This is an optimization exercise on Yosys and OpenROAD, whose aim is small area, not a production implementation.
Where RTL was checked, it was by simulation tests only, not by an equivalence proof against the original.
Only the layout flow was run in runs 1 and 3; the RTL was not checked for function there.
No activity file was given, so power comes from the tool's default toggle rates.

==> design.v <==
module srvmux (
    input  wire        clk,
    input  wire        rst,           
    input  wire        tick,
    input  wire        cmd_valid,
    input  wire [47:0] cmd,
    output reg         resp_valid,
    output wire [39:0] resp,
    output wire        servo_out,
    output wire [3:0]  addr,
    output wire        step_out,
    output reg         ev_step_fire,
    output reg         ev_step_wrap,
    output reg         ev_div,
    output reg         ev_mux,
    output wire        ev_wdt
);
    localparam [10:0] PW_RESET_E = 11'd988;      
    localparam [11:0] SC_ZERO    = 12'd3584;     
    reg [175:0] pw;           
    reg [3:0]   idx;
    reg [10:0]  pulse;        
    reg [11:0]  sc;           
    reg [15:0]  tcnt;
    reg [15:0]  ocr_s;
    reg [31:0]  rem;
    reg         step_en;
    reg         deferred;
    reg         in_step;
    reg [12:0]  ocr_d;        
    reg         div_en;
    reg [3:0]   cnt_ms;
    reg [4:0]   cnt_10ms;
    reg [1:0]   cnt_250ms;
    reg         f10ms;
    reg         f250ms;
    reg         f1s;
    reg [1:0]   r_st;
    reg [15:0]  r_dat;        
    reg         r_rem;        
    assign servo_out = (sc != {1'b0, pulse});
    assign addr      = idx;
    assign step_out  = in_step;
    assign ev_wdt    = ev_div | ev_mux;
    assign resp      = {6'd0, r_st, r_rem ? (rem[31:16] + {15'd0, ev_step_wrap}) : 16'd0, r_dat};
    wire [7:0]  op  = cmd[47:40];
    wire [7:0]  sel = cmd[39:32];
    wire [31:0] imm = cmd[31:0];
    wire sel_z = (sel == 8'd0);
    wire imm_z = (imm == 32'd0);
    wire sel_lo = (sel[7:4] == 4'd0);
    wire is_setpw = cmd_valid && (op == 8'h01);
    wire is_getpw = cmd_valid && (op == 8'h02);
    wire is_arm   = cmd_valid && (op == 8'h03);
    wire is_stop  = cmd_valid && (op == 8'h04);
    wire is_tst   = cmd_valid && (op == 8'h05);
    wire is_rdreg = cmd_valid && (op == 8'h06);
    wire is_done  = cmd_valid && (op == 8'h07);
    wire imm_ok = (imm[31:12] == 20'd0) && (imm[11:0] >= 12'd600) && (imm[11:0] < 12'd2400);
    wire do_setpw = is_setpw && sel_lo && imm_ok;
    wire do_arm   = is_arm && sel_z;
    wire do_stop  = is_stop && sel_z && imm_z;
    wire do_tst   = is_tst && imm_z && (sel <= 8'd2);
    wire do_done  = is_done && sel_z && imm_z && in_step;
    reg [1:0] st;
    always @(*) begin
        st = 2'd0;
        case (op)
            8'h01: st = (sel_lo && imm_ok) ? 2'd0 : 2'd2;
            8'h02: st = !imm_z ? 2'd1 : (sel_lo ? 2'd0 : 2'd2);
            8'h03: st = sel_z ? 2'd0 : 2'd1;
            8'h04: st = (sel_z && imm_z) ? 2'd0 : 2'd1;
            8'h05: st = !imm_z ? 2'd1 : ((sel <= 8'd2) ? 2'd0 : 2'd2);
            8'h06: st = !imm_z ? 2'd1 : ((sel <= 8'h1E) ? 2'd0 : 2'd2);
            8'h07: st = !(sel_z && imm_z) ? 2'd1 : (in_step ? 2'd0 : 2'd3);
            default: st = 2'd1;
        endcase
    end
    wire [3:0]  idx1     = idx + 4'd1;
    reg  [10:0] pw_sel;
    reg  [10:0] pw_nx;
    integer k;
    always @(*) begin
        pw_sel = 11'd0;
        pw_nx  = 11'd0;
        for (k = 0; k < 16; k = k + 1) begin
            pw_sel = pw_sel | (pw[11*k +: 11] & {11{sel[3:0] == k[3:0]}});
            pw_nx  = pw_nx  | (pw[11*k +: 11] & {11{idx1 == k[3:0]}});
        end
    end
    wire [11:0] rd_m   = sel[4] ? ((sel[3:0] == 4'h3) ? sc : {1'b0, pulse}) : {1'b0, pw_sel};
    wire [11:0] rd_dec = {rd_m[11:9] + 3'd1, rd_m[8:0]} + {11'd0, (sel[4:0] == 5'h11)};
    reg [31:0] reg_value;
    always @(*) begin
        reg_value = 32'd0;
        if (!sel[4]) reg_value = {20'd0, rd_dec};
        else begin
            case (sel[3:0])
                4'h0: reg_value = {28'd0, idx};
                4'h1, 4'h2, 4'h3: reg_value = {20'd0, rd_dec};
                4'h4: reg_value = {16'd0, tcnt};
                4'h5: reg_value = {16'd0, ocr_s};
                4'h6: reg_value = rem;
                4'h7: reg_value = {29'd0, in_step, deferred, step_en};
                4'h8: reg_value = {16'd0, ocr_d, 3'd0};
                4'h9: reg_value = {31'd0, div_en};
                4'hA: reg_value = {28'd0, cnt_ms};
                4'hB: reg_value = {27'd0, cnt_10ms};
                4'hC: reg_value = {30'd0, cnt_250ms};
                4'hD: reg_value = {29'd0, f1s, f250ms, f10ms};
                4'hE: reg_value = {24'd0, idx, 2'b00, step_out, servo_out};
                default: reg_value = 32'd0;
            endcase
        end
    end
    reg [31:0] dat;
    always @(*) begin
        dat = 32'd0;
        if (op == 8'h02 && imm_z && sel_lo) dat = {20'd0, rd_dec};
        else if (op == 8'h05 && imm_z && sel <= 8'd2)
            dat = {31'd0, sel[1] ? f1s : (sel[0] ? f250ms : f10ms)};
        else if (op == 8'h06 && imm_z && sel[7:5] == 3'd0) dat = reg_value;
    end
    wire        imm_small = (imm[31:5] == 27'd0) && (imm[4:0] < 5'd17);
    wire [15:0] d_hi = imm[31:16];
    wire [15:0] d_lo = imm_small ? 16'd17 : imm[15:0];
    wire        rem_z = (rem == 32'd0);
    wire [15:0] base = rem_z ? tcnt : ocr_s;
    wire        aop  = do_arm;
    wire        arm  = do_arm && !imm_z;
    wire        armz = do_arm && imm_z;
    wire [15:0] v_hi = aop ? d_hi : rem[31:16];
    wire [15:0] v_lo = aop ? d_lo : rem[15:0];
    wire        h0 = (v_hi == 16'd0);
    wire        h1 = (v_hi == 16'd1);
    wire        h2 = (v_hi == 16'd2);
    wire        lt = (v_lo < 16'd10000);
    reg         c_step_en, c_deferred, c_in_step, c_div_en;
    always @(*) begin
        c_step_en  = step_en;
        c_deferred = deferred;
        c_in_step  = in_step;
        c_div_en   = div_en;
        if (do_arm) begin
            c_div_en   = 1'b1;
            c_step_en  = 1'b0;
            c_deferred = !imm_z;
        end
        if (do_stop) begin
            c_step_en  = 1'b0;
            c_deferred = 1'b0;
            c_div_en   = 1'b0;
        end
        if (do_done) begin
            c_in_step = 1'b0;
            if (deferred) begin
                c_step_en  = 1'b1;
                c_deferred = 1'b0;
            end
        end
    end
    wire [15:0] t_tcnt = tcnt + 16'd1;
    wire        commit = c_deferred && !c_in_step;
    wire        t_en   = tick && (c_step_en || commit);
    wire [15:0] dd     = t_tcnt - ocr_s;
    wire        eq_o   = (dd == 16'd0);
    wire        eq_b   = (dd == 16'd55536);      
    wire        t_wrap = t_en && !h0 && (aop ? (!rem_z && ((h1 && lt) ? eq_b : eq_o)) : eq_o);
    wire        x_lo   = t_wrap ? h1 : (aop && h0);
    wire        x_k    = t_wrap ? (h2 && lt) : (aop && h1 && lt);
    wire [15:0] x      = x_lo ? v_lo : (x_k ? 16'd55536 : 16'd0);
    wire [15:0] sum    = (aop ? base : ocr_s) + x;
    wire        t_fire = t_en && h0 && (aop ? (!rem_z && dd == d_lo) : eq_o);
    wire        add10k = t_wrap ? (lt && ((h1 && aop) || h2)) : (aop && h1 && lt);
    wire [14:0] p10k   = v_lo[13:0] + 15'd10000;
    wire [15:0] c_ocr_s = (arm || t_wrap) ? sum : ocr_s;
    wire [31:0] c_rem;
    assign c_rem[31:16] = armz ? 16'd0 : (v_hi - {15'd0, t_wrap});
    assign c_rem[15:0]  = armz ? 16'd0 : (add10k ? {1'b0, p10k} : v_lo);
    wire        d_match = tick && c_div_en && (t_tcnt == {ocr_d, 3'd0});
    reg [15:0]  n_tcnt;
    reg [15:0]  n_ocr_s;
    reg [31:0]  n_rem;
    reg         n_step_en, n_deferred, n_in_step;
    reg [12:0]  n_ocr_d;
    reg [3:0]   n_cnt_ms;
    reg [4:0]   n_cnt_10ms;
    reg [1:0]   n_cnt_250ms;
    reg         n_f10ms, n_f250ms, n_f1s;
    always @(*) begin
        n_tcnt      = tick ? t_tcnt : tcnt;
        n_ocr_s     = c_ocr_s;
        n_rem       = c_rem;
        n_step_en   = tick ? ((c_step_en || commit) && !t_fire) : c_step_en;
        n_deferred  = tick ? (c_deferred && c_in_step) : c_deferred;
        n_in_step   = c_in_step || t_fire;
        n_ocr_d     = ocr_d;
        n_cnt_ms    = cnt_ms;
        n_cnt_10ms  = cnt_10ms;
        n_cnt_250ms = cnt_250ms;
        n_f10ms     = f10ms;
        n_f250ms    = f250ms;
        n_f1s       = f1s;
        if (do_tst) begin
            if (sel[1]) n_f1s = 1'b0;
            else if (sel[0]) n_f250ms = 1'b0;
            else n_f10ms = 1'b0;
        end
        if (d_match) begin
            n_ocr_d  = ocr_d + 13'd125;
            n_cnt_ms = cnt_ms + 4'd1;
            if (cnt_ms == 4'd9) begin
                n_cnt_ms   = 4'd0;
                n_f10ms    = 1'b1;
                n_cnt_10ms = cnt_10ms + 5'd1;
                if (cnt_10ms == 5'd24) begin
                    n_cnt_10ms  = 5'd0;
                    n_f250ms    = 1'b1;
                    n_cnt_250ms = cnt_250ms + 2'd1;
                    if (cnt_250ms == 2'd3) n_f1s = 1'b1;
                end
            end
        end
    end
    wire        boundary = tick && (sc == {1'b0, pulse});
    wire [10:0] pw_imm   = {imm[10:9] - 2'd1, imm[8:0]};
    wire [10:0] pw_next  = (do_setpw && sel[3:0] == idx1) ? pw_imm : pw_nx;
    wire [10:0] pw_wd = rst ? PW_RESET_E : pw_imm;
    integer i;
    always @(posedge clk) begin
        for (i = 0; i < 16; i = i + 1)
            if (rst || (do_setpw && sel[3:0] == i[3:0]))
                pw[11*i +: 11] <= pw_wd;
    end
    always @(posedge clk) begin
        if (rst) begin
            idx          <= 4'd0;
            pulse        <= PW_RESET_E;
            sc           <= SC_ZERO;
            tcnt         <= 16'd0;
            ocr_s        <= 16'd0;
            rem          <= 32'd0;
            step_en      <= 1'b0;
            deferred     <= 1'b0;
            in_step      <= 1'b0;
            ocr_d        <= 13'd125;
            div_en       <= 1'b1;
            cnt_ms       <= 4'd0;
            cnt_10ms     <= 5'd0;
            cnt_250ms    <= 2'd0;
            f10ms        <= 1'b0;
            f250ms       <= 1'b0;
            f1s          <= 1'b0;
            resp_valid   <= 1'b0;
            ev_step_fire <= 1'b0;
            ev_step_wrap <= 1'b0;
            ev_div       <= 1'b0;
            ev_mux       <= 1'b0;
        end else begin
            if (boundary) begin
                idx   <= idx1;
                pulse <= pw_next;
                sc    <= SC_ZERO;
            end else if (tick) begin
                sc    <= sc + 12'd1;
            end
            tcnt         <= n_tcnt;
            ocr_s        <= n_ocr_s;
            rem          <= n_rem;
            step_en      <= n_step_en;
            deferred     <= n_deferred;
            in_step      <= n_in_step;
            ocr_d        <= n_ocr_d;
            div_en       <= c_div_en;
            cnt_ms       <= n_cnt_ms;
            cnt_10ms     <= n_cnt_10ms;
            cnt_250ms    <= n_cnt_250ms;
            f10ms        <= n_f10ms;
            f250ms       <= n_f250ms;
            f1s          <= n_f1s;
            resp_valid   <= cmd_valid;
            ev_step_fire <= t_fire;
            ev_step_wrap <= t_wrap;
            ev_div       <= d_match;
            ev_mux       <= boundary;
        end
        r_st  <= st;
        r_dat <= dat[15:0];
        r_rem <= (op == 8'h06) && imm_z && (sel == 8'h16);
    end
endmodule
==> flow/run.sh <==
#!/bin/bash
# Own layout flow: the standard flow (standard.sh), with
#  - ABC's mapping script replaced by an area-oriented one (flow/area.abc);
#    registers, their names and their cells are those of the standard synthesis
#  - no fixed adder-cell mapping before ABC (ADDER_MAP_FILE empty)
#  - port buffers of the smallest buffer cell
#  - CTS without dummy loads
#  - timing-driven placement that does not keep its own resizing (GPL_KEEP_OVERFLOW 0)
# Each tool writes its own log under orfs/logs; make's output goes to flow.log.
set -euo pipefail
here=$PWD
{
  echo 'proc abc {args} {'
  echo '  set i [lsearch -exact $args -script]'
  echo "  if {\$i >= 0} { set args [lreplace \$args \$i [expr {\$i+1}] -script $here/flow/area.abc] }"
  echo '  yosys abc {*}$args'
  echo '}'
  cat synth_recipe.tcl
} > my_synth.tcl
sed "s#SYNTH_SCRIPT=[^ ]*#SYNTH_SCRIPT=$here/my_synth.tcl#" standard.sh > my_standard.sh
export ADDER_MAP_FILE=
export BUFFER_PORTS_ARGS="-buffer_cell sky130_fd_sc_hd__buf_1"
export GPL_KEEP_OVERFLOW=0
export CTS_ARGS="-sink_clustering_enable -repair_clock_nets -dont_use_dummy_load -buf_list {sky130_fd_sc_hd__clkbuf_4} -sink_clustering_size 8 -sink_clustering_max_diameter 50"
bash my_standard.sh > flow.log 2>&1
==> flow/area.abc <==
strash
ifraig
dc2
dch -f
amap
strash
dc2
dch -f
amap
strash
dc2
dch -f
amap
&get -n
&st
&dch -f
&nf -R 1000 -C 32
&put
==> standard.sh <==
#!/bin/bash
# synth_recipe.tcl (not shown) runs the flow's synth.tcl, then flattens the netlist and writes it again
# the make line also repeats each setting of config.mk as NAME=value (left out here)
make -C /OpenROAD-flow-scripts/flow DESIGN_CONFIG=/design/flow/config.mk WORK_HOME=/design/flow/orfs CLKGATE_MAP_FILE= SYNTH_SCRIPT=/design/flow/synth_recipe.tcl "${@:-finish}"
==> config.mk <==
export PLATFORM = sky130hd
export DESIGN_NAME = srvmux
export DESIGN_NICKNAME = srvmux
export VERILOG_FILES = /design/flow/design.v
export SDC_FILE = /design/flow/constraint.sdc
export NUM_CORES = 4
export LEC_CHECK = 0
export CAP_MARGIN = 20
export CELL_PAD_IN_SITES_DETAIL_PLACEMENT = 0
export CELL_PAD_IN_SITES_GLOBAL_PLACEMENT = 1
export CORE_MARGIN = 2
export CORE_UTILIZATION = 50
export PLACE_DENSITY = 0.65
export SLEW_MARGIN = 20
==> constraint.sdc <==
create_clock -name core_clock -period 12.0 [get_ports {clk}]
set_input_delay 2.4000 -clock core_clock [delete_from_list [all_inputs] [get_ports {clk}]]
set_output_delay 2.4000 -clock core_clock [all_outputs]
set_load 0.01 [all_outputs]
==> results.yml, run 1 <==
outcome:
  status: "finished clean"
timing:
  final_max_slew_viol_count: 0
  fin_tns_setup_ns: 0
  setup_viol: 0
  tightest_slew_ns: 1.10
  post-route-min-period_ns: 11.17
  fin_crit_sh_pct: 93.1
  fin_skew_ns: 0.0732
  hold_violations: 0
  clock.fmax_ghz: 0.0895
  slew_headroom_pct: 26.7
  rsz0062_at_grt: "false"
die:
  dieArea_sq_mm: 0.0341
  core_sq_mm: 0.0323
  die_h_microns: 185
  start_util_pct: 50.5
  std_cell_rows: 66
  ioPinCount: 104
  die_width_microns: 185
critical_path:
  cpPeakStageDelay_ns: 0.51
  slowest_stage: "or3b_1"
  start_kind: "flip-flop"
  setup.worst_path.end_class: "flip-flop"
  crit_fanout: 20
  crit_top_cell: "maj3_1"
  r2r_slack_ns: 0.83
  reg2regPathDepth: 42
  worst-endpoint-arrival_ns: 11.82
  crit_required_ns: 12.65
  critPathKind: "reg -> reg"
synth:
  synth_top_family_by_area: "compound AO/OA/AOI/OAI gates"
  synth_xor_area_share_pct: 5.86
  synthAdderAreaFrac_pct: 0.798
  synthSimpleGateAreaFrac_pct: 18.4
  yosys_warnings: 1
  synthMuxAreaShare_pct: 2.34
  synth_area_sq_mm: 0.0163
  synthFlopType: "edfxtp_1"
  yosysTopAreaCell: "edfxtp_1"
  synth_compound_area_share_pct: 21.1
  async_flop_share_pct: 0
  syn_area_per_cell_sq_um: 10.1
  synthCells: 1620
  ys_seq_area_share_pct: 50.3
  ys_seq_elements: 322
  synth-edff-count: 176
  synth_top_area_share_pct: 32.4
  synth_cell_types: 60
  ys_top_cells_by_area: "edfxtp_1, dfxtp_1, a222oi_1"
drt:
  drc: 0
  routed_wl_mm: 59.0
  route.detailed.wl_per_inst_microns: 26.2
  vias: 14900
  dr.pass1.iters: 7
  drt_iter0_drc: 2382
  viasPerCell: 6.63
  final_antenna_net_count: 0
placed_design:
  gp_congestion: 0.908
  dp_cells: 2200
  port_buffers: 97
  dpl.hpwl_mm: 41.6
grt:
  grt_pass1_wl_mm: 86.7
  gr-total-overflow: 0
  track_usage_pct: 34.5
  antenna_found_initial: 1
  grt_pass1_vias: 14200
  grt_max_degree: 38
cells_and_area:
  drive_gt1_share_pct: 7.89
  nets: 1866
  area_growth_pct: 12.4
  final-instance-count-excl-fill: 2256
  nFillCells: 2926
power_and_ir_drop:
  internal_power_w: 0.00146
  pwr-share-clk_pct: 28.4
  combPwrFrac_pct: 8.5
  p_sw_share_pct: 26.9
  irDropWorstVdd_uv: 96.5
  p_seq_share_pct: 63.1
  power.net_switching_w: 0.000536
  powerDensity_mw_per_mm2: 109
  p_leak_nw: 5.98
  finalPower_w: 0.00199
hold_path:
  hold_class: "reg -> reg"
  whs_path_depth: 2
clock_tree:
  cts_buffers: 49
  cts-htree-levels: 2
  path_clk_slew_ns: 0.09
  cts_tree: "done"
  clkLatencyLatePin_ns: 0.79
  cts_root_buffer: "clkbuf_4"
  clockBufferDepth: 3
  clock_sink_count: 322
flow_run:
  max_cap_violations: 0
[power groups by stage]
| stage | combinational, W | sequential [W] | clock, W |
|---|---|---|---|
| final | 0.000170 | 0.00126 | 0.000565 |
| after global routing | 0.000180 | 0.00126 | 0.000620 |
| after CTS | 0.000165 | 0.00125 | 0.000578 |
| after detailed placement | 0.000164 | 0.00128 | 0 |
| after global placement | 0.000155 | 0.00128 | 0 |
| after floorplan | 0.0000874 | 0.00127 | 0 |
[layout by cell type (no fill, tap or decap), types with 8 or more instances in the layout]
master / count
a31oi_1: 13
nor2_2: 18
nand2_1: 175
a211oi_1: 37
nor3b_1: 8
nand4_1: 38
or2_0: 24
maj3_1: 13
o22ai_1: 8
nand3_1: 38
nand2b_1: 19
dfxtp_1: 146
nor2_1: 141
clkbuf_4: 49
nor4_1: 27
o21a_1: 9
clkinv_1: 37
edfxtp_1: 176
xor2_1: 46
buf_1: 94
mux2i_1: 37
a222oi_1: 88
and2_0: 15
buf_6: 12
xnor2_1: 62
or3_1: 13
and3_1: 21
nor3_1: 31
a221oi_1: 25
a21oi_1: 97
o21ai_0: 62
nor2b_1: 15
a21o_1: 27
a22oi_1: 36
and4_1: 8
o211ai_1: 12
buf_4: 20
[worst max-delay path: cells and delay by family, from the launching register on]
family	cells	cell delay [ns]
flip-flops	1	0.41
AO/OA/AOI/OAI	16	2.81
AND/OR/NAND/NOR	11	2.70
buffers and inverters	1	0.07
adder cells (fa/ha/maj)	12	4.60
XOR/XNOR	2	0.48
[logic make-up (layout without fill, tap and decap cells)]
group	count (synthesis)	count (layout)
compound gates	474	474
fa+ha+maj	13	13
other cells	1	8
mux	38	38
xor+xnor	109	109
buf+inv	43	230
flops	322	322
simple gates	620	620
[cell type report]
| class | count | area (sq um) | share of cell area [%] |
|---|---|---|---|
| Clock buffer | 49 | 368 | 2.01 |
| Tap cell | 442 | 553 | 3.02 |
| Inverter | 37 | 139 | 0.758 |
| Sequential cell | 322 | 8210 | 44.8 |
| Multi-Input combinational cell | 1260 | 8150 | 44.4 |
| Timing Repair Buffer | 144 | 913 | 4.98 |
| Antenna cell | 2 | 5.00 | 0.0273 |
[layer usage]
| layer | track usage (%) | part of all wire (%) | wire length, microns |
|---|---|---|---|
| met2 | 57.9 | 47 | 27700 |
| met4 | 19.6 | 6.0 | 3530 |
| met5 | 0 | 0 | 0 |
| met1 | 41.4 | 37 | 21700 |
| met3 | 6.99 | 10 | 6160 |
[synth_stat cells (6+ instances only)]
cell type    n
edfxtp_1   176
nand2_1    175
nor2_1     165
dfxtp_1    146
a21oi_1     98
a222oi_1    88
o21ai_0     63
xnor2_1     62
xor2_1      47
nand3_1     38
nand4_1     38
a211oi_1    37
clkinv_1    37
mux2i_1     37
a22oi_1     36
nor3_1      34
nor4_1      32
a21o_1      27
a221oi_1    25
or2_0       24
and3_1      21
nand2b_1    20
and2_0      15
nor2b_1     15
a31oi_1     13
maj3_1      13
or3_1       13
o211ai_1    12
nor3b_1     10
and4_1       9
o21a_1       9
o22ai_1      8
a2111oi_0    7
a21boi_0     7
a22o_1       7
buf_4        6
o31ai_1      6
[state kept, by name, summed over array words and instances, names as in the netlist, 2 cells and up]
register,flops
cnt_ms,4
cnt_250ms,2
ocr_s,16
rem,32
pulse,11
sc,12
r_st,2
pw,176
cnt_10ms,5
idx,4
tcnt,16
r_dat,16
ocr_d,13
[stage by stage]
step / hold slack, ns / util (%) / worst slack (ns) / cell area (sq um)
after floorplan: 0.431 / - / 0.680 / 16300
after global placement: 0.443 / 53.3 / -2.24 / 17200
after detailed placement: 0.450 / 55.4 / -0.471 / 17900
after CTS: 0.448 / 56.6 / 0.342 / 18300
after global routing: 0.468 / 56.8 / 0.00780 / 18300
final: 0.445 / 56.8 / 0.828 / 18300
[final timing paths]
path | startpoint | end
setup / recovery | tcnt[0] | ocr_s[15]
hold / removal | cnt_250ms[1] | f1s
setup reg to reg | tcnt[0] | ocr_s[15]
hold reg to reg | cnt_250ms[1] | f1s
[timing repair]
| action | CTS | global route |
|---|---|---|
| gates resized for setup | 0 | 4 |
| endpoints found under the setup margin | 0 | 2 |
| hold buffers | 0 | 0 |
| setup buffers | 0 | 5 |
==> inputs of run 2 (changes only) <==
--- a/design.v
+++ b/design.v
@@ -17,7 +17,9 @@
 );
     localparam [10:0] PW_RESET_E = 11'd988;      
     localparam [11:0] SC_ZERO    = 12'd3584;     
-    reg [175:0] pw;           
+    reg [175:0] pw;
+    reg [3:0]   ph;
+    reg [10:0]  nxt;          
     reg [3:0]   idx;
     reg [10:0]  pulse;        
     reg [11:0]  sc;           
@@ -78,14 +80,12 @@
     end
     wire [3:0]  idx1     = idx + 4'd1;
     reg  [10:0] pw_sel;
-    reg  [10:0] pw_nx;
+    wire [3:0]  rpos = sel[3:0] - ph;
     integer k;
     always @(*) begin
         pw_sel = 11'd0;
-        pw_nx  = 11'd0;
         for (k = 0; k < 16; k = k + 1) begin
-            pw_sel = pw_sel | (pw[11*k +: 11] & {11{sel[3:0] == k[3:0]}});
-            pw_nx  = pw_nx  | (pw[11*k +: 11] & {11{idx1 == k[3:0]}});
+            pw_sel = pw_sel | (pw[11*k +: 11] & {11{rpos == k[3:0]}});
         end
     end
     wire [11:0] rd_m   = sel[4] ? ((sel[3:0] == 4'h3) ? sc : {1'b0, pulse}) : {1'b0, pw_sel};
@@ -126,11 +126,10 @@
     wire [15:0] d_lo = imm_small ? 16'd17 : imm[15:0];
     wire        rem_z = (rem == 32'd0);
     wire [15:0] base = rem_z ? tcnt : ocr_s;
-    wire        aop  = do_arm;
     wire        arm  = do_arm && !imm_z;
     wire        armz = do_arm && imm_z;
-    wire [15:0] v_hi = aop ? d_hi : rem[31:16];
-    wire [15:0] v_lo = aop ? d_lo : rem[15:0];
+    wire [15:0] v_hi = arm ? d_hi : rem[31:16];
+    wire [15:0] v_lo = arm ? d_lo : rem[15:0];
     wire        h0 = (v_hi == 16'd0);
     wire        h1 = (v_hi == 16'd1);
     wire        h2 = (v_hi == 16'd2);
@@ -162,16 +161,15 @@
     wire [15:0] t_tcnt = tcnt + 16'd1;
     wire        commit = c_deferred && !c_in_step;
     wire        t_en   = tick && (c_step_en || commit);
-    wire [15:0] dd     = t_tcnt - ocr_s;
-    wire        eq_o   = (dd == 16'd0);
-    wire        eq_b   = (dd == 16'd55536);      
-    wire        t_wrap = t_en && !h0 && (aop ? (!rem_z && ((h1 && lt) ? eq_b : eq_o)) : eq_o);
-    wire        x_lo   = t_wrap ? h1 : (aop && h0);
-    wire        x_k    = t_wrap ? (h2 && lt) : (aop && h1 && lt);
+    wire        eq_o   = (t_tcnt == ocr_s);
+    wire        eq_b   = ((tcnt + 16'd10001) == ocr_s);
+    wire        t_wrap = t_en && !h0 && (arm ? (!rem_z && ((h1 && lt) ? eq_b : eq_o)) : eq_o);
+    wire        x_lo   = t_wrap ? h1 : (arm && h0);
+    wire        x_k    = t_wrap ? (h2 && lt) : (arm && h1 && lt);
     wire [15:0] x      = x_lo ? v_lo : (x_k ? 16'd55536 : 16'd0);
-    wire [15:0] sum    = (aop ? base : ocr_s) + x;
-    wire        t_fire = t_en && h0 && (aop ? (!rem_z && dd == d_lo) : eq_o);
-    wire        add10k = t_wrap ? (lt && ((h1 && aop) || h2)) : (aop && h1 && lt);
+    wire [15:0] sum    = (arm ? base : ocr_s) + x;
+    wire        t_fire = t_en && h0 && (t_tcnt == sum);
+    wire        add10k = t_wrap ? (lt && ((h1 && arm) || h2)) : (arm && h1 && lt);
     wire [14:0] p10k   = v_lo[13:0] + 15'd10000;
     wire [15:0] c_ocr_s = (arm || t_wrap) ? sum : ocr_s;
     wire [31:0] c_rem;
@@ -224,13 +222,27 @@
     end
     wire        boundary = tick && (sc == {1'b0, pulse});
     wire [10:0] pw_imm   = {imm[10:9] - 2'd1, imm[8:0]};
-    wire [10:0] pw_next  = (do_setpw && sel[3:0] == idx1) ? pw_imm : pw_nx;
+    wire [10:0] pw_next  = (do_setpw && sel[3:0] == idx1) ? pw_imm : nxt;
     wire [10:0] pw_wd = rst ? PW_RESET_E : pw_imm;
+    wire [3:0]  wpos  = sel[3:0] - ph - 4'd1;
+    wire        nx_wr = do_setpw && (sel[3:0] == idx1);
     integer i;
     always @(posedge clk) begin
         for (i = 0; i < 16; i = i + 1)
-            if (rst || (do_setpw && sel[3:0] == i[3:0]))
+            if (rst || (do_setpw && wpos == i[3:0]))
                 pw[11*i +: 11] <= pw_wd;
+            else
+                pw[11*i +: 11] <= pw[11*((i + 1) % 16) +: 11];
+        if (rst) begin
+            ph  <= 4'd0;
+            nxt <= PW_RESET_E;
+        end else begin
+            ph  <= ph + 4'd1;
+            if (nx_wr)
+                nxt <= pw_imm;
+            else if (ph == idx1)
+                nxt <= pw[10:0];
+        end
     end
     always @(posedge clk) begin
         if (rst) begin
--- a/flow/run.sh
+++ b/flow/run.sh
@@ -5,7 +5,6 @@
 #  - no fixed adder-cell mapping before ABC (ADDER_MAP_FILE empty)
 #  - port buffers of the smallest buffer cell
 #  - CTS without dummy loads
-#  - timing-driven placement that does not keep its own resizing (GPL_KEEP_OVERFLOW 0)
 # Each tool writes its own log under orfs/logs; make's output goes to flow.log.
 set -euo pipefail
 here=$PWD
@@ -20,6 +19,5 @@
 sed "s#SYNTH_SCRIPT=[^ ]*#SYNTH_SCRIPT=$here/my_synth.tcl#" standard.sh > my_standard.sh
 export ADDER_MAP_FILE=
 export BUFFER_PORTS_ARGS="-buffer_cell sky130_fd_sc_hd__buf_1"
-export GPL_KEEP_OVERFLOW=0
-export CTS_ARGS="-sink_clustering_enable -repair_clock_nets -dont_use_dummy_load -buf_list {sky130_fd_sc_hd__clkbuf_4} -sink_clustering_size 8 -sink_clustering_max_diameter 50"
+export CTS_ARGS="-sink_clustering_enable -repair_clock_nets -dont_use_dummy_load -buf_list {sky130_fd_sc_hd__clkbuf_4} -sink_clustering_size 10 -sink_clustering_max_diameter 40"
 bash my_standard.sh > flow.log 2>&1
--- a/config.mk
+++ b/config.mk
@@ -7,8 +7,8 @@
 export LEC_CHECK = 0
 export CAP_MARGIN = 20
 export CELL_PAD_IN_SITES_DETAIL_PLACEMENT = 0
-export CELL_PAD_IN_SITES_GLOBAL_PLACEMENT = 1
+export CELL_PAD_IN_SITES_GLOBAL_PLACEMENT = 0
 export CORE_MARGIN = 2
-export CORE_UTILIZATION = 50
-export PLACE_DENSITY = 0.65
+export CORE_UTILIZATION = 62
+export PLACE_DENSITY = 0.8
 export SLEW_MARGIN = 20
==> run 2 against run 1 <==
Effect of this change:
- still clean on timing, DRC and antenna
- first-iteration DRC count up 4.4%
- die area down 21%
- sequential power down 9.5%
- clock power down 4.4%
- count of clock-buffer cells in the layout down 4
- critical path depth up 1
- wire length down 7.6%
- critical path type is now in -> reg
- critical endpoint is now step_en
- largest cell class is now multi-input combinational cells
==> results.yml, run 2 <==
timing:
  post-route-min-period_ns: 11.14
  setup_viol: 0
  slew_headroom_pct: 37.0
  tightest_slew_ns: 0.941
  fin_skew_ns: 0.0820
  final_max_slew_viol_count: 0
  worst_hold_slack_ns: 0.445
  clock.fmax_ghz: 0.0898
  hold_violations: 0
  setup_ws_ns: 0.859
  fin_crit_sh_pct: 92.8
  rsz0062_at_grt: "false"
cells_and_area:
  fin_util_pct: 69.6
  final-instance-count-excl-fill: 2442
  mostFrequentLayoutCell: "dfxtp_1"
  area_growth_pct: 10.1
  largest_reg_flops: 176
  final_cell_mix: "dfxtp_1, nor2_1, a21oi_1, nand2_1, buf_1"
  largest-register: "pw"
  largest_registers: "pw x176, rem x32"
  drive_gt1_share_pct: 5.51
  fin_area_sq_mm: 0.0176
  nets: 2161
die:
  std_cell_rows: 58
  ioPinCount: 104
  start_util_pct: 63.2
  die_width_microns: 164
  die_h_microns: 164
  core_sq_mm: 0.0253
  dieArea_sq_mm: 0.0271
grt:
  grt_pass1_vias: 15300
  grt_max_degree: 79
  antenna_found_initial: 2
  track_usage_pct: 39.7
  grt_pass1_wl_mm: 83.7
  gr-total-overflow: 0
synth:
  synth-edff-count: 0
  synthTopCellsByCount: "dfxtp_1, nor2_1, a21oi_1, nand2_1, xnor2_1"
  yosys_warnings: 1
  synth_top_area_share_pct: 42.2
  syn_area_per_cell_sq_um: 8.39
  ys_seq_elements: 337
  ys_top_cells_by_area: "dfxtp_1, nor2_1, a21oi_1"
  synth_most_common_cell: "dfxtp_1"
  async_flop_share_pct: 0
  synth_area_sq_mm: 0.0160
  synthCells: 1904
  ys_seq_area_share_pct: 42.2
  synthFlopType: "dfxtp_1"
  synth_cell_types: 52
  yosysTopAreaCell: "dfxtp_1"
critical_path:
  cpPeakStageDelay_ns: 0.52
  start_kind: "input port"
  setup.worst_path.end_class: "flip-flop"
  critPathKind: "in -> reg"
  startpoint: "cmd[17]"
  crit_top_cell: "maj3_1"
  crit_required_ns: 12.54
  worst-endpoint-arrival_ns: 11.68
  crit_fanout: 32
  rr_startpoint: "tcnt[0]"
  slowest_stage: "or4_1"
clock_tree:
  clkLatencyLatePin_ns: 0.71
  path_clk_slew_ns: 0.10
  cts_setup_buffers: 0
  cts_buffers: 45
  clockBufferDepth: 3
  cts_tree: "done"
  clock_sink_count: 337
  cts_hold_buf: 0
  cts_root_buffer: "clkbuf_4"
  cts-htree-levels: 2
drt:
  drt_iter0_drc: 2486
  viasPerCell: 6.73
  route.detailed.wl_per_inst_microns: 22.3
  vias: 16400
  final_antenna_net_count: 0
  dr.pass1.iters: 9
  routed_wl_mm: 54.5
  drc: 0
placed_design:
  post_dp_cell_area_sq_mm: 0.0172
  place_ws_ns: -0.110
  port_buffers: 97
  gp_congestion: 0.967
  dp_cells: 2392
  dpl.hpwl_mm: 40.6
power_and_ir_drop:
  powerDensity_mw_per_mm2: 110
  p_leak_nw: 6.30
  irDropWorstVdd_uv: 121
outcome:
  status: "finished clean"
hold_path:
  min_from: "pw[105]"
  hold_class: "reg -> reg"
flow_run:
  max_cap_violations: 0
## run 2: path summary, 6_finish.rpt
check | endpoint | slack, ns | cells after the start
max | step_en | 0.86 | 43
max reg2reg | step_en | 2.59 | 39
min reg2reg | pw[94] | 0.44 | 2
min | pw[94] | 0.44 | 2
## run 2: repair_timing
action / CTS / global route
endpoints found under the hold margin: 0 / 0
gates resized for setup: 0 / 7
endpoints found under the setup margin: 0 / 3
## run 2: area by class of cell
| type | count | area [sq um] |
|---|---|---|
| Antenna cell | 5 | 12.5 |
| Clock buffer | 45 | 338 |
| Fill cell | 2089 | 7670 |
| Inverter | 39 | 146 |
| Multi-Input combinational cell | 1527 | 9080 |
| Sequential cell | 337 | 6750 |
| Tap cell | 330 | 413 |
| Timing Repair Buffer | 159 | 846 |
## run 2: critical path: cells and delay by family
kind	cells	cell delay, ns
AO/OA/AOI/OAI	15	2.87
AND/OR/NAND/NOR	13	2.90
multiplexers	1	0.34
XOR/XNOR	2	0.33
buffers and inverters	6	0.79
adder cells (fa/ha/maj)	6	2.00
## run 2: cell families (layout without fill, tap and decap cells)
logic type                 count (synthesis)  count (layout)  synth area share [%]
other                                      1              11                0.0235
muxes                                     36              36                  2.26
and+or+nand+nor                          785             785                  23.0
buffers and inverters                     45             243                  1.20
DFF                                      337             337                  42.2
adders and majority gates                  6               6                 0.376
xor gates and xnor gates                 131             131                  7.18
AOI/OAI and AO/OA                        563             563                  23.7
## run 2: stage by stage
| stage | power (W) | setup TNS (ns) |
|---|---|---|
| finish | 0.00193 | 0 |
| CTS | 0.00192 | 0 |
| floorplan | 0.00130 | 0 |
| global placement | 0.00140 | 0 |
| detailed placement | 0.00140 | -0.174 |
| global route | 0.00199 | 0 |
## run 2: power by group
group          switching, W  leakage, nW  internal [W]
registers         0.0000118         2.72       0.00113
clock network      0.000368        0.207      0.000172
logic              0.000170         3.37     0.0000817
total              0.000550         6.30       0.00138
## run 2: routing by layer
metal  part of all wire [%]  vias up  track usage [%]
li1                       -     7468                -
met4                    4.5        0             16.7
met3                     12      194             6.81
met5                      0        -                0
met2                     45     1058             63.1
met1                     39     7726             53.5
==> inputs of run 3 (changes only) <==
--- a/design.v
+++ b/design.v
@@ -80,12 +80,13 @@
     end
     wire [3:0]  idx1     = idx + 4'd1;
     reg  [10:0] pw_sel;
-    wire [3:0]  rpos = sel[3:0] - ph;
+    wire [3:0]  rpos = sel[3:0] - ph;       
+    wire [15:0] rdec = 16'd1 << rpos;
     integer k;
     always @(*) begin
         pw_sel = 11'd0;
         for (k = 0; k < 16; k = k + 1) begin
-            pw_sel = pw_sel | (pw[11*k +: 11] & {11{rpos == k[3:0]}});
+            pw_sel = pw_sel | (pw[11*k +: 11] & {11{rdec[k]}});
         end
     end
     wire [11:0] rd_m   = sel[4] ? ((sel[3:0] == 4'h3) ? sc : {1'b0, pulse}) : {1'b0, pw_sel};
@@ -224,12 +225,11 @@
     wire [10:0] pw_imm   = {imm[10:9] - 2'd1, imm[8:0]};
     wire [10:0] pw_next  = (do_setpw && sel[3:0] == idx1) ? pw_imm : nxt;
     wire [10:0] pw_wd = rst ? PW_RESET_E : pw_imm;
-    wire [3:0]  wpos  = sel[3:0] - ph - 4'd1;
     wire        nx_wr = do_setpw && (sel[3:0] == idx1);
     integer i;
     always @(posedge clk) begin
         for (i = 0; i < 16; i = i + 1)
-            if (rst || (do_setpw && wpos == i[3:0]))
+            if (rst || (do_setpw && rdec[(i + 1) % 16]))
                 pw[11*i +: 11] <= pw_wd;
             else
                 pw[11*i +: 11] <= pw[11*((i + 1) % 16) +: 11];
==> run 3 against run 2 <==
Effect of this change:
- still clean
- synthesized cell count fell by 1.4%
- core utilization grew 1.2 points
- global-route usage rose by 0.81 points
- power fell by 0.93%
- fmax down 3.2%
- clock power grew 1%
- sequential power barely moved
- area after synthesis shrank 0.28%
- cell count is 0.29% higher
- critical endpoint unchanged
- largest power group unchanged
==> results.yml, run 3 <==
critical_path:
  timing.rr.end: "step_en"
  reg2regPathDepth: 35
  rr_startpoint: "tcnt[0]"
  crit_top_cell: "maj3_1"
  startpoint: "cmd[20]"
  crit_fanout: 9
  slowest_stage: "or4_1"
  setup.worst_path.end_class: "flip-flop"
  cpPeakStageDelay_ns: 0.58
  r2r_slack_ns: 1.84
  crit_required_ns: 12.53
  worst-endpoint-arrival_ns: 12.04
  start_kind: "input port"
  critPathKind: "in -> reg"
synth:
  synth_most_common_cell: "dfxtp_1"
  yosysTopAreaCell: "dfxtp_1"
  synthFlopType: "dfxtp_1"
  syn_area_per_cell_sq_um: 8.48
  ys_seq_elements: 337
  synth_cell_types: 56
  ys_top_cells_by_area: "dfxtp_1, nor2_1, a21oi_1"
  synth-edff-count: 0
  synth_area_sq_mm: 0.0159
  synth_top_area_share_pct: 42.4
  ys_seq_area_share_pct: 42.4
  async_flop_share_pct: 0
  yosys_warnings: 1
  synthCells: 1877
  synthTopCellsByCount: "dfxtp_1, nor2_1, a21oi_1, nand2_1, xnor2_1"
cells_and_area:
  final_cell_mix: "dfxtp_1, nor2_1, a21oi_1, nand2_1, buf_4"
  drive_gt1_share_pct: 7.27
  largest_registers: "pw x176, rem x32"
  nets: 2171
  area_growth_pct: 12.0
  nFillCells: 2133
  final-instance-count-excl-fill: 2449
  fin_util_pct: 70.8
  largest_reg_flops: 176
  mostFrequentLayoutCell: "dfxtp_1"
  largest-register: "pw"
clock_tree:
  cts_root_buffer: "clkbuf_4"
  cts-htree-levels: 2
  cts_tree: "done"
  cts_buffers: 46
  clockBufferDepth: 3
  path_clk_slew_ns: 0.11
  clkLatencyLatePin_ns: 0.73
  clock_sink_count: 337
grt:
  antenna_found_initial: 3
  grt_max_degree: 54
  gr-total-overflow: 0
  grt_pass1_wl_mm: 84.7
  track_usage_pct: 40.5
  grt_pass1_vias: 15600
timing:
  setup_ws_ns: 0.491
  worst_hold_slack_ns: 0.425
  setup_viol: 0
  tightest_slew_ns: 1.21
  final_max_slew_viol_count: 0
  clock.fmax_ghz: 0.0869
  hold_violations: 0
  post-route-min-period_ns: 11.51
  fin_skew_ns: 0.0972
  fin_crit_sh_pct: 95.9
  slew_headroom_pct: 18.9
drt:
  vias: 16500
  viasPerCell: 6.75
  routed_wl_mm: 55.5
  drt_iter0_drc: 2371
  final_antenna_net_count: 0
  drc: 0
  dr.pass1.iters: 9
  route.detailed.wl_per_inst_microns: 22.7
outcome:
  status: "finished clean"
placed_design:
  dp_cells: 2400
  place_ws_ns: -0.378
  dpl.hpwl_mm: 41.1
  port_buffers: 97
  gp_congestion: 1.00
hold_path:
  min_from: "pw[34]"
  hold_class: "reg -> reg"
  whs_path_depth: 1
  min_to: "pw[23]"
power_and_ir_drop:
  irDropWorstVdd_uv: 104
  finalPower_w: 0.00191
  p_leak_nw: 6.41
  powerDensity_mw_per_mm2: 107
die:
  core_sq_mm: 0.0252
  die_width_microns: 164
  start_util_pct: 63.2
  ioPinCount: 104
  die_h_microns: 164
  std_cell_rows: 58
  dieArea_sq_mm: 0.0270
flow_run:
  max_cap_violations: 0
-- run 3: per-layer routing --
layer / wire (microns) / up-vias / track usage [%]
met2: 25000 / 1102 / 65.7
met4: 3610 / 0 / 23.2
li1: - / 7457 / -
met1: 20700 / 7721 / 50.1
met3: 6200 / 251 / 8.11
met5: 0 / - / 0
-- run 3: cells by family (layout without fill, tap and decap cells) --
logic type	count (synthesis)	after routing	synth area share, %
buffers and inverters	36	271	0.990
DFF	337	337	42.4
adders and majority gates	9	9	0.566
AOI/OAI and AO/OA	532	532	22.8
muxes	45	45	2.90
xor gates and xnor gates	125	125	6.87
and+or+nand+nor	792	792	23.5
other	1	8	0.0235
-- run 3: cell type report --
class	count	area (sq um)	area share [%]
multi-input cells	1509	9100	51.0
flip-flops and latches	337	6750	37.8
repair buffers	195	1120	6.26
well taps	330	413	2.31
clock buffers	46	345	1.94
inverters	30	113	0.631
diodes	2	5.00	0.0281
-- run 3: repair_timing --
item | 4_1_cts | 5_1_grt
setup endpoints to repair | 0 | 3
endpoints found under the hold margin | 0 | 0
hold buffers | 0 | 0
buffers inserted | 0 | 1
gates resized for setup | 0 | 7
-- run 3: worst max path at each step --
stage	endpoint	slack, ns
after floorplan	step_en	0.0004
after global placement	step_en	0.09
after detailed placement	step_en	-0.38
after CTS	step_en	0.26
after global routing	step_en	-0.003
final	step_en	0.49
-- run 3: worst max-delay path: cells and delay by family --
family	cells	cell delay [ns]
buffers and inverters	4	0.58
AOI/OAI and AO/OA	8	1.40
xor gates and xnor gates	1	0.25
muxes	1	0.25
and+or+nand+nor	17	3.66
adders and majority gates	9	3.50
-- run 3: where the power goes --
part / switching, W / total, W / internal, W
registers: 0.00000614 / 0.00113 / 0.00112
clock network: 0.000370 / 0.000546 / 0.000176
logic: 0.000162 / 0.000236 / 0.0000739
-- run 3: stage by stage --
step	setup TNS [ns]	area (sq um)
after global placement	0	17500
after floorplan	0	16000
after global routing	-0.00305	17800
after detailed placement	-0.971	17500
final	0	17800
after CTS	0	17800
==> inputs of run 4 (changes only) <==
--- a/design.v
+++ b/design.v
@@ -80,13 +80,12 @@
     end
     wire [3:0]  idx1     = idx + 4'd1;
     reg  [10:0] pw_sel;
-    wire [3:0]  rpos = sel[3:0] - ph;       
-    wire [15:0] rdec = 16'd1 << rpos;
+    wire [3:0]  rpos = sel[3:0] - ph;
     integer k;
     always @(*) begin
         pw_sel = 11'd0;
         for (k = 0; k < 16; k = k + 1) begin
-            pw_sel = pw_sel | (pw[11*k +: 11] & {11{rdec[k]}});
+            pw_sel = pw_sel | (pw[11*k +: 11] & {11{rpos == k[3:0]}});
         end
     end
     wire [11:0] rd_m   = sel[4] ? ((sel[3:0] == 4'h3) ? sc : {1'b0, pulse}) : {1'b0, pw_sel};
@@ -225,11 +224,12 @@
     wire [10:0] pw_imm   = {imm[10:9] - 2'd1, imm[8:0]};
     wire [10:0] pw_next  = (do_setpw && sel[3:0] == idx1) ? pw_imm : nxt;
     wire [10:0] pw_wd = rst ? PW_RESET_E : pw_imm;
+    wire [3:0]  wpos  = sel[3:0] - ph - 4'd1;
     wire        nx_wr = do_setpw && (sel[3:0] == idx1);
     integer i;
     always @(posedge clk) begin
         for (i = 0; i < 16; i = i + 1)
-            if (rst || (do_setpw && rdec[(i + 1) % 16]))
+            if (rst || (do_setpw && wpos == i[3:0]))
                 pw[11*i +: 11] <= pw_wd;
             else
                 pw[11*i +: 11] <= pw[11*((i + 1) % 16) +: 11];
--- a/flow/run.sh
+++ b/flow/run.sh
@@ -19,5 +19,5 @@
 sed "s#SYNTH_SCRIPT=[^ ]*#SYNTH_SCRIPT=$here/my_synth.tcl#" standard.sh > my_standard.sh
 export ADDER_MAP_FILE=
 export BUFFER_PORTS_ARGS="-buffer_cell sky130_fd_sc_hd__buf_1"
-export CTS_ARGS="-sink_clustering_enable -repair_clock_nets -dont_use_dummy_load -buf_list {sky130_fd_sc_hd__clkbuf_4} -sink_clustering_size 10 -sink_clustering_max_diameter 40"
+export CTS_ARGS="-sink_clustering_enable -repair_clock_nets -dont_use_dummy_load -buf_list {sky130_fd_sc_hd__clkbuf_4} -sink_clustering_size 8 -sink_clustering_max_diameter 40"
 bash my_standard.sh > flow.log 2>&1
==> run 4 against run 3 <==
Effect of this change:
- count of clock-buffer cells in the layout increased by 6
- cell count about the same
- combinational power increased by 7%
- clock skew increased by 0.030 ns
- sequential share of layout area increased by 0.43 points
- wire length decreased by 1.4%
- power increased by 2.7%
- global-route usage decreased by 0.81 points
- fmax increased by 3.3%
- critical path type unchanged
- critical endpoint unchanged
==> results.yml, run 4 <==
drt:
  route.detailed.wl_per_inst_microns: 22.3
  wl_met3_mm: 5.96
  viasPerCell: 6.76
  top_layer_used: "met4"
  final_antenna_net_count: 0
  wl_met2_mm: 24.4
  wl_met1_mm: 21.8
  drc: 0
  vias: 16600
  drt_iter0_drc: 2605
  dr.pass1.iters: 9
  routed_wl_mm: 54.7
timing:
  rsz0062_at_grt: "false"
  worst_hold_slack_ns: 0.455
  fin_skew_ns: 0.128
  slew_headroom_pct: 38.1
  setup_viol: 0
  setup_ws_ns: 0.861
  hold_violations: 0
  fin_crit_sh_pct: 92.8
  tightest_slew_ns: 0.925
  final_max_slew_viol_count: 0
  post-route-min-period_ns: 11.14
  clock.fmax_ghz: 0.0898
clock_tree:
  path_clk_slew_ns: 0.09
  clock_sink_count: 337
  clockBufferDepth: 3
  cts_tree: "done"
  cts-htree-levels: 2
  clkLatencyLatePin_ns: 0.75
  cts_buffers: 52
  postCtsResizedCells: 0
  cts_setup_buffers: 0
  cts_hold_buf: 0
  cts_root_buffer: "clkbuf_4"
synth:
  synthCells: 1904
  synth_most_common_cell: "dfxtp_1"
  synth_area_sq_mm: 0.0160
  synthTopCellsByCount: "dfxtp_1, nor2_1, a21oi_1, nand2_1, xnor2_1"
  synth_top_area_share_pct: 42.2
  yosys_warnings: 1
  async_flop_share_pct: 0
  synth-edff-count: 0
  yosysTopAreaCell: "dfxtp_1"
  synth_cell_types: 52
  synthFlopType: "dfxtp_1"
  ys_seq_area_share_pct: 42.2
  ys_top_cells_by_area: "dfxtp_1, nor2_1, a21oi_1"
  ys_seq_elements: 337
  syn_area_per_cell_sq_um: 8.39
die:
  die_width_microns: 164
  std_cell_rows: 58
  die_h_microns: 164
  ioPinCount: 104
  start_util_pct: 63.2
  dieArea_sq_mm: 0.0271
  core_sq_mm: 0.0253
critical_path:
  setup.worst_path.end_class: "flip-flop"
  crit_required_ns: 12.55
  crit_top_cell: "maj3_1"
  slowest_stage: "or4_1"
  worst-endpoint-arrival_ns: 11.68
  critPathKind: "in -> reg"
  cpPeakStageDelay_ns: 0.52
  start_kind: "input port"
  crit_fanout: 32
cells_and_area:
  nFillCells: 2088
  largest_reg_flops: 176
  final_cell_mix: "dfxtp_1, nor2_1, a21oi_1, nand2_1, buf_1"
  fin_util_pct: 69.8
  mostFrequentLayoutCell: "dfxtp_1"
  drive_gt1_share_pct: 5.82
  fin_area_sq_mm: 0.0176
  nets: 2168
  largest-register: "pw"
  area_growth_pct: 10.4
  largest_registers: "pw x176, rem x32"
  final-instance-count-excl-fill: 2448
power_and_ir_drop:
  powerDensity_mw_per_mm2: 111
  combPwrFrac_pct: 12.9
  p_leak_nw: 6.33
  p_sw_share_pct: 28.5
  power.net_switching_w: 0.000559
  irDropWorstVdd_uv: 106
  internal_power_w: 0.00140
  pwr-share-clk_pct: 29.2
  p_seq_share_pct: 57.9
outcome:
  status: "finished clean"
grt:
  grt_pass1_vias: 15500
  gr-total-overflow: 0
  track_usage_pct: 39.7
  grt_pass1_wl_mm: 83.8
  grt_max_degree: 79
  antenna_found_initial: 2
flow_run:
  max_cap_violations: 0
placed_design:
  dp_cells: 2392
  place_ws_ns: -0.110
  gp_congestion: 0.967
  port_buffers: 97
  dpl.hpwl_mm: 40.6
  post_dp_cell_area_sq_mm: 0.0172
hold_path:
  hold_class: "reg -> reg"
[run 4: path summary, 6_finish.rpt]
kind,from,to,slack (ns),cells past startpoint
max,cmd[17],step_en,0.86,43
min,pw[4],pw[169],0.45,2
max reg2reg,tcnt[0],step_en,2.61,39
min reg2reg,pw[4],pw[169],0.45,2
[run 4: final cells by class]
class                   count  area (sq um)  share of cell area (%)
multi-input cells        1527          9080                    51.5
repair buffers            159           846                    4.80
diodes                      4          10.0                  0.0568
well taps                 330           413                    2.34
flip-flops and latches    337          6750                    38.3
clock buffers              52           390                    2.21
inverters                  39           146                   0.830
[run 4: worst max-delay path: cells and delay by family]
family	cells	cell delay [ns]
adder cells (fa/ha/maj)	6	2.00
AND/OR/NAND/NOR	13	2.92
multiplexers	1	0.35
XOR/XNOR	2	0.33
AO/OA/AOI/OAI	15	2.83
buffers and inverters	6	0.79
[run 4: logic make-up after synthesis]
group                    after synthesis  synth area share [%]
AO/OA/AOI/OAI                        563                  23.7
XOR/XNOR                             131                  7.18
adder cells (fa/ha/maj)                6                 0.376
buffers and inverters                 45                  1.20
flip-flops                           337                  42.2
multiplexers                          36                  2.26
other                                  1                0.0235
AND/OR/NAND/NOR                      785                  23.0
[run 4: power by group through the flow]
stage | Clock, W | Sequential, W | Combinational, W
2_1_floorplan | 0 | 0.00116 | 0.000144
3_3_place_gp | 0 | 0.00116 | 0.000238
3_5_place_dp | 0 | 0.00116 | 0.000241
4_1_cts | 0.000578 | 0.00114 | 0.000242
5_1_grt | 0.000619 | 0.00114 | 0.000266
6_report | 0.000574 | 0.00114 | 0.000253
[run 4: per-layer routing]
layer  global-route usage, %  vias up
met5                       0        -
met3                    6.30      215
met1                    53.3     7797
li1                        -     7489
met2                    63.3     1053
met4                    17.4        0
[run 4: per-stage QoR]
| step | TNS [ns] | total power, W |
|---|---|---|
| after CTS | 0 | 0.00196 |
| after floorplan | 0 | 0.00130 |
| after detailed placement | -0.174 | 0.00140 |
| after global routing | 0 | 0.00202 |
| after global placement | 0 | 0.00140 |
| final | 0 | 0.00196 |
==> inputs of run 5 (changes only) <==
--- a/design.v
+++ b/design.v
@@ -19,9 +19,9 @@
     localparam [11:0] SC_ZERO    = 12'd3584;     
     reg [175:0] pw;
     reg [3:0]   ph;
-    reg [10:0]  nxt;          
     reg [3:0]   idx;
     reg [10:0]  pulse;        
+    reg         pvalid;
     reg [11:0]  sc;           
     reg [15:0]  tcnt;
     reg [15:0]  ocr_s;
@@ -40,7 +40,7 @@
     reg [1:0]   r_st;
     reg [15:0]  r_dat;        
     reg         r_rem;        
-    assign servo_out = (sc != {1'b0, pulse});
+    assign servo_out = !pvalid || (sc != {1'b0, pulse});
     assign addr      = idx;
     assign step_out  = in_step;
     assign ev_wdt    = ev_div | ev_mux;
@@ -80,15 +80,18 @@
     end
     wire [3:0]  idx1     = idx + 4'd1;
     reg  [10:0] pw_sel;
-    wire [3:0]  rpos = sel[3:0] - ph;
+    wire [3:0]  ra   = sel[4] ? idx : sel[3:0];
+    wire [3:0]  rpos = ra - ph;             
+    wire [15:0] rdec = 16'd1 << rpos;
     integer k;
     always @(*) begin
         pw_sel = 11'd0;
         for (k = 0; k < 16; k = k + 1) begin
-            pw_sel = pw_sel | (pw[11*k +: 11] & {11{rpos == k[3:0]}});
+            pw_sel = pw_sel | (pw[11*k +: 11] & {11{rdec[k]}});
         end
     end
-    wire [11:0] rd_m   = sel[4] ? ((sel[3:0] == 4'h3) ? sc : {1'b0, pulse}) : {1'b0, pw_sel};
+    wire [11:0] rd_m   = (sel[4] && sel[3:0] == 4'h3) ? sc :
+                         {1'b0, (sel[4] && pvalid) ? pulse : pw_sel};
     wire [11:0] rd_dec = {rd_m[11:9] + 3'd1, rd_m[8:0]} + {11'd0, (sel[4:0] == 5'h11)};
     reg [31:0] reg_value;
     always @(*) begin
@@ -220,34 +223,36 @@
             end
         end
     end
-    wire        boundary = tick && (sc == {1'b0, pulse});
+    wire        boundary = tick && pvalid && (sc == {1'b0, pulse});
     wire [10:0] pw_imm   = {imm[10:9] - 2'd1, imm[8:0]};
-    wire [10:0] pw_next  = (do_setpw && sel[3:0] == idx1) ? pw_imm : nxt;
     wire [10:0] pw_wd = rst ? PW_RESET_E : pw_imm;
-    wire [3:0]  wpos  = sel[3:0] - ph - 4'd1;
-    wire        nx_wr = do_setpw && (sel[3:0] == idx1);
     integer i;
     always @(posedge clk) begin
         for (i = 0; i < 16; i = i + 1)
-            if (rst || (do_setpw && wpos == i[3:0]))
+            if (rst || (do_setpw && rdec[(i + 1) % 16]))
                 pw[11*i +: 11] <= pw_wd;
             else
                 pw[11*i +: 11] <= pw[11*((i + 1) % 16) +: 11];
         if (rst) begin
-            ph  <= 4'd0;
-            nxt <= PW_RESET_E;
+            ph     <= 4'd0;
+            pulse  <= PW_RESET_E;
+            pvalid <= 1'b1;
         end else begin
-            ph  <= ph + 4'd1;
-            if (nx_wr)
-                nxt <= pw_imm;
-            else if (ph == idx1)
-                nxt <= pw[10:0];
+            ph <= ph + 4'd1;
+            if (boundary) begin
+                pvalid <= 1'b0;
+            end else if (!pvalid && ph == idx) begin
+                pulse  <= pw[10:0];           
+                pvalid <= 1'b1;
+            end else if (!pvalid && do_setpw && sel[3:0] == idx) begin
+                pulse  <= pw_sel;             
+                pvalid <= 1'b1;
+            end
         end
     end
     always @(posedge clk) begin
         if (rst) begin
             idx          <= 4'd0;
-            pulse        <= PW_RESET_E;
             sc           <= SC_ZERO;
             tcnt         <= 16'd0;
             ocr_s        <= 16'd0;
@@ -271,7 +276,6 @@
         end else begin
             if (boundary) begin
                 idx   <= idx1;
-                pulse <= pw_next;
                 sc    <= SC_ZERO;
             end else if (tick) begin
                 sc    <= sc + 12'd1;
==> run 5 against run 4 <==
Effect of this change:
- cell count is 1.1% lower
- setup slack worse by 0.23 ns
- global-route usage is 1.4 points higher
- largest power group unchanged
- critical path depth is 2 higher
- count of clock-buffer cells in the layout is 2 lower
- largest cell class unchanged
- wire length is 1.3% higher
- design area is 0.91% lower
==> results.yml, run 5 <==
critical_path:
  crit_required_ns: 12.53
  r2r_slack_ns: 2.25
  crit_top_cell: "maj3_1"
  crit_fanout: 9
  rr_startpoint: "tcnt[0]"
  start_kind: "input port"
  cpPeakStageDelay_ns: 0.60
  slowest_stage: "or4b_1"
  setup.worst_path.end_class: "flip-flop"
  worst-endpoint-arrival_ns: 11.90
  critPathKind: "in -> reg"
  timing.rr.end: "step_en"
  reg2regPathDepth: 41
die:
  die_h_microns: 163
  dieArea_sq_mm: 0.0264
  ioPinCount: 104
  std_cell_rows: 58
  die_width_microns: 163
  start_util_pct: 62.6
  core_sq_mm: 0.0249
grt:
  grt_busiest_layer: "met2"
  gr-total-overflow: 0
  antenna_found_initial: 8
  use_met3_pct: 7.87
  track_usage_pct: 41.0
  grt_pass1_wl_mm: 84.3
  grt_max_degree: 70
  met1_usage_pct: 47.5
  grt_pass1_vias: 15700
  grt_util_met2_pct: 67.8
timing:
  final_max_slew_viol_count: 0
  post-route-min-period_ns: 11.37
  setup_ws_ns: 0.633
  slew_headroom_pct: 28.2
  fin_crit_sh_pct: 94.7
  setup_viol: 0
  fin_skew_ns: 0.0625
  tightest_slew_ns: 1.08
  clock.fmax_ghz: 0.0880
  hold_violations: 0
clock_tree:
  clock_sink_count: 327
  clockBufferDepth: 3
  cts-htree-levels: 2
  cts_tree: "done"
  cts_root_buffer: "clkbuf_4"
  cts_buffers: 50
  cts_hold_buf: 0
  path_clk_slew_ns: 0.09
  clkLatencyLatePin_ns: 0.74
synth:
  yosysTopAreaCell: "dfxtp_1"
  synth_area_sq_mm: 0.0156
  synth_cell_types: 59
  synthFlopType: "dfxtp_1"
  synth_most_common_cell: "dfxtp_1"
  synth_top_area_share_pct: 42.0
  ys_seq_elements: 327
  synth-edff-count: 0
  synthTopCellsByCount: "dfxtp_1, nor2_1, a21oi_1, nand2_1, o21ai_0"
  ys_seq_area_share_pct: 42.0
  syn_area_per_cell_sq_um: 8.36
  synthCells: 1863
  yosys_warnings: 1
  async_flop_share_pct: 0
  ys_top_cells_by_area: "dfxtp_1, nor2_1, a21oi_1"
drt:
  routed_wl_mm: 55.4
  final_antenna_net_count: 0
  viasPerCell: 6.73
  vias: 16300
  drc: 0
  route.detailed.wl_per_inst_microns: 22.9
  dr.pass1.iters: 8
  drt_iter0_drc: 2089
hold_path:
  whs_path_depth: 1
  min_from: "pw[121]"
  min_to: "pw[110]"
  hold_class: "reg -> reg"
power_and_ir_drop:
  p_sw_share_pct: 29.0
  power.net_switching_w: 0.000557
  combPwrFrac_pct: 14.0
  p_seq_share_pct: 57.3
  p_leak_nw: 6.29
  powerDensity_mw_per_mm2: 110
  internal_power_w: 0.00136
  irDropWorstVdd_uv: 97.4
  pwr-share-clk_pct: 28.8
  finalPower_w: 0.00192
flow_run:
  max_cap_violations: 0
cells_and_area:
  final-instance-count-excl-fill: 2422
  drive_gt1_share_pct: 7.53
  largest_reg_flops: 176
  nets: 2140
  fin_util_pct: 70.2
  fin_area_sq_mm: 0.0175
  mostFrequentLayoutCell: "dfxtp_1"
  largest-register: "pw"
  nFillCells: 2119
  final_cell_mix: "dfxtp_1, nor2_1, a21oi_1, nand2_1, buf_1"
  area_growth_pct: 12.1
  largest_registers: "pw x176, rem x32"
outcome:
  status: "finished clean"
placed_design:
  dp_cells: 2364
  dpl.hpwl_mm: 40.6
  port_buffers: 97
  post_dp_cell_area_sq_mm: 0.0170
  place_ws_ns: -0.408
  gp_congestion: 0.996
## run 5: kinds of logic (layout without fill, tap and decap cells)
family                   count (synthesis)  after routing  share of synthesized area (%)
AND/OR/NAND/NOR                        775            775                           23.2
adder cells (fa/ha/maj)                  7              7                          0.450
other                                    1             12                         0.0241
AO/OA/AOI/OAI                          558            558                           24.1
multiplexers                            35             35                           2.25
buffers and inverters                   42            260                           1.16
XOR/XNOR                               118            118                           6.83
flip-flops                             327            327                           42.0
## run 5: power by group through the flow
| stage | registers, W | logic, W | clock network [W] |
|---|---|---|---|
| finish | 0.00110 | 0.000268 | 0.000552 |
| global route | 0.00110 | 0.000283 | 0.000596 |
| CTS | 0.00110 | 0.000256 | 0.000558 |
| detailed placement | 0.00112 | 0.000254 | 0 |
| global placement | 0.00112 | 0.000253 | 0 |
| floorplan | 0.00112 | 0.000146 | 0 |
## run 5: layout make-up
type / count / area [sq um] / share of cell area, %
antenna: 6 / 15.0 / 0.0859
clock buffer: 50 / 375 / 2.15
inverter: 36 / 135 / 0.773
multi-input combinational: 1499 / 9040 / 51.7
sequential: 327 / 6550 / 37.5
tap: 330 / 413 / 2.36
timing repair buffer: 174 / 950 / 5.44
## run 5: worst max-delay path, delay by kind of cell
kind	cells	cell delay, ns
AOI/OAI and AO/OA	8	1.21
adders and majority gates	7	2.79
buffers and inverters	4	0.62
muxes	1	0.28
and+or+nand+nor	23	4.18
xor gates and xnor gates	2	0.45
## run 5: metal layers
| metal | wire length (microns) | part of all wire, % |
|---|---|---|
| met1 | 19800 | 36 |
| met2 | 25600 | 46 |
| met3 | 5500 | 9.9 |
| met4 | 4520 | 8.1 |
| met5 | 8 | 0.014 |
## run 5: repair_timing
action / 4_1_cts / 5_1_grt
resized for setup: 0 / 10
buffers inserted: 0 / 2
setup endpoints to repair: 0 / 3
## run 5: how the worst max path moves through the flow
stage | start | end | slack [ns]
2_1_floorplan | cmd[16] | in_step | 0.15
3_3_place_gp | cmd[12] | step_en | 0.05
3_5_place_dp | cmd[12] | step_en | -0.41
4_1_cts | cmd[12] | step_en | 0.28
5_1_grt | cmd[12] | step_en | -0.005
6_report | cmd[12] | step_en | 0.63
## run 5: per-stage QoR
step	hold slack (ns)	setup TNS, ns
after floorplan	0.425	0
after global placement	0.443	0
after detailed placement	0.455	-0.964
after CTS	0.453	0
after global routing	0.495	-0.00454
final	0.450	0
==> inputs of run 6 (changes only) <==
==> flow/area.abc (replaced) <==
strash
ifraig
dc2
dch -f
amap
strash
dc2
dch -f
amap
strash
dc2
dch -f
amap
&get -n
&st
&dch -f
&nf -R 1000 -C 32 -F 8 -A 8
&put
==> run 6 against run 5 <==
Effect of this change:
- flip-flop and latch count unchanged
- die area decreased by 0.61%
- count of clock-buffer cells in the layout increased by 2
- non-clock buffer count shrank 8
- via count shrank 2.3%
- global-route usage down 1.1 points
- power rose by 0.55%
- sequential power hardly changed
- combinational power is essentially flat
- area after synthesis down 0.63%
- clock power increased by 2%
- setup slack improved by 0.021 ns
- critical path type unchanged
==> results.yml, run 6 <==
outcome:
  status: "finished clean"
cells_and_area:
  drive_gt1_share_pct: 7.47
  area_growth_pct: 11.8
  mostFrequentLayoutCell: "dfxtp_1"
  largest_reg_flops: 176
  final_cell_mix: "dfxtp_1, nor2_1, a21oi_1, nand2_1, buf_1"
  largest_registers: "pw x176, rem x32"
  fin_util_pct: 71.0
  nFillCells: 2055
  largest-register: "pw"
  nets: 2090
grt:
  gr-total-overflow: 0
  grt_pass1_wl_mm: 82.1
  grt_pass1_vias: 15100
  antenna_found_initial: 2
  grt_max_degree: 65
  track_usage_pct: 39.9
synth:
  synthTopCellsByCount: "dfxtp_1, nor2_1, a21oi_1, nand2_1, xnor2_1"
  synth-edff-count: 0
  ys_top_cells_by_area: "dfxtp_1, nor2_1, a21oi_1"
  yosysTopAreaCell: "dfxtp_1"
  ys_seq_area_share_pct: 42.3
  synthFlopType: "dfxtp_1"
  synthCells: 1819
  synth_top_area_share_pct: 42.3
  synth_most_common_cell: "dfxtp_1"
  synth_cell_types: 56
  yosys_warnings: 1
  async_flop_share_pct: 0
  syn_area_per_cell_sq_um: 8.51
  synth_area_sq_mm: 0.0155
  ys_seq_elements: 327
hold_path:
  whs_path_depth: 1
  hold_class: "reg -> reg"
placed_design:
  dpl.hpwl_mm: 38.8
  place_ws_ns: -0.0468
  port_buffers: 97
  gp_congestion: 1.03
critical_path:
  crit_top_cell: "maj3_1"
  setup.worst_path.end_class: "flip-flop"
  crit_fanout: 30
  crit_required_ns: 12.62
  worst-endpoint-arrival_ns: 11.96
  reg2regPathDepth: 35
  critPathKind: "in -> reg"
  cpPeakStageDelay_ns: 0.54
  start_kind: "input port"
  slowest_stage: "or4b_1"
die:
  dieArea_sq_mm: 0.0263
  std_cell_rows: 57
  die_width_microns: 162
  start_util_pct: 63.5
  ioPinCount: 104
  die_h_microns: 162
  core_sq_mm: 0.0244
drt:
  drt_iter0_drc: 2081
  viasPerCell: 6.74
  drc: 0
  vias: 15900
  dr.pass1.iters: 8
  final_antenna_net_count: 0
  routed_wl_mm: 53.6
  route.detailed.wl_per_inst_microns: 22.7
clock_tree:
  cts-htree-levels: 2
  cts_tree: "done"
  cts_setup_buffers: 0
  cts_root_buffer: "clkbuf_4"
  clkLatencyLatePin_ns: 0.74
  cts_buffers: 52
  clockBufferDepth: 3
  clock_sink_count: 327
  postCtsResizedCells: 0
  cts_hold_buf: 0
  path_clk_slew_ns: 0.09
timing:
  hold_violations: 0
  tightest_slew_ns: 1.16
  setup_ws_ns: 0.654
  post-route-min-period_ns: 11.35
  fin_skew_ns: 0.0742
  rsz0062_at_grt: "false"
  setup_viol: 0
  fin_crit_sh_pct: 94.6
  final_max_slew_viol_count: 0
  slew_headroom_pct: 22.4
  fin_tns_setup_ns: 0
  clock.fmax_ghz: 0.0881
power_and_ir_drop:
  p_leak_nw: 6.25
  irDropWorstVdd_uv: 92.7
  powerDensity_mw_per_mm2: 112
flow_run:
  max_cap_violations: 0
run 6: final timing paths:
check	startpoint	slack (ns)	endpoint
setup / recovery	cmd[12]	0.65	in_step
hold / removal	pw[98]	0.46	pw[87]
setup reg to reg	tcnt[0]	2.43	in_step
hold reg to reg	pw[98]	0.46	pw[87]
run 6: layout make-up:
cell class | count | area, sq um | share of cell area (%)
sequential | 327 | 6550 | 37.8
tap | 324 | 405 | 2.34
inverter | 39 | 146 | 0.846
antenna | 3 | 7.51 | 0.0434
multi-input combinational | 1452 | 8910 | 51.5
clock buffer | 52 | 390 | 2.26
timing repair buffer | 166 | 898 | 5.19
run 6: report_power, final:
| group | total (W) | switching (W) | internal, W |
|---|---|---|---|
| Sequential | 0.00110 | 0.0000106 | 0.00109 |
| Clock | 0.000564 | 0.000366 | 0.000198 |
| Combinational | 0.000267 | 0.000183 | 0.0000839 |
run 6: through the flow:
step           hold slack [ns]  cells  total power [W]  instance area (sq um)
2_1_floorplan            0.439   1824          0.00127                  15600
3_3_place_gp             0.454   2308          0.00137                  16900
3_5_place_dp             0.460   2308          0.00138                  16900
4_1_cts                  0.460   2360          0.00192                  17300
5_1_grt                  0.476   2361          0.00199                  17300
6_report                 0.455   2363          0.00193                  17300
run 6: worst max-delay path: cells and delay by family:
kind / cells / cell delay, ns
buffers and inverters: 3 / 0.51
adders and majority gates: 9 / 3.45
muxes: 1 / 0.35
and+or+nand+nor: 16 / 3.29
AOI/OAI and AO/OA: 10 / 1.50
xor gates and xnor gates: 2 / 0.44
run 6: cell families after synthesis:
group | count (synthesis) | synth area share [%]
compound gates | 541 | 23.7
fa+ha+maj | 9 | 0.582
xor+xnor | 129 | 7.39
simple gates | 724 | 22.0
buf+inv | 45 | 1.24
other cells | 1 | 0.0242
flops | 327 | 42.3
mux | 43 | 2.84
run 6: per-layer routing:
metal / wire length (microns) / part of all wire, % / track usage (%)
met1: 19700 / 37 / 48.1
met2: 24800 / 46 / 66.0
met3: 5400 / 10 / 7.61
met4: 3660 / 6.8 / 24.7
met5: 7 / 0.013 / 0

Setup slack of run 6, layout unchanged: 0.654 ns with ideal ports, 0.678 ns with driving cells assumed (clock clkbuf_16, inputs buf_2), -0.061 ns with port delays also shifted by the 0.739 ns mid clock arrival.
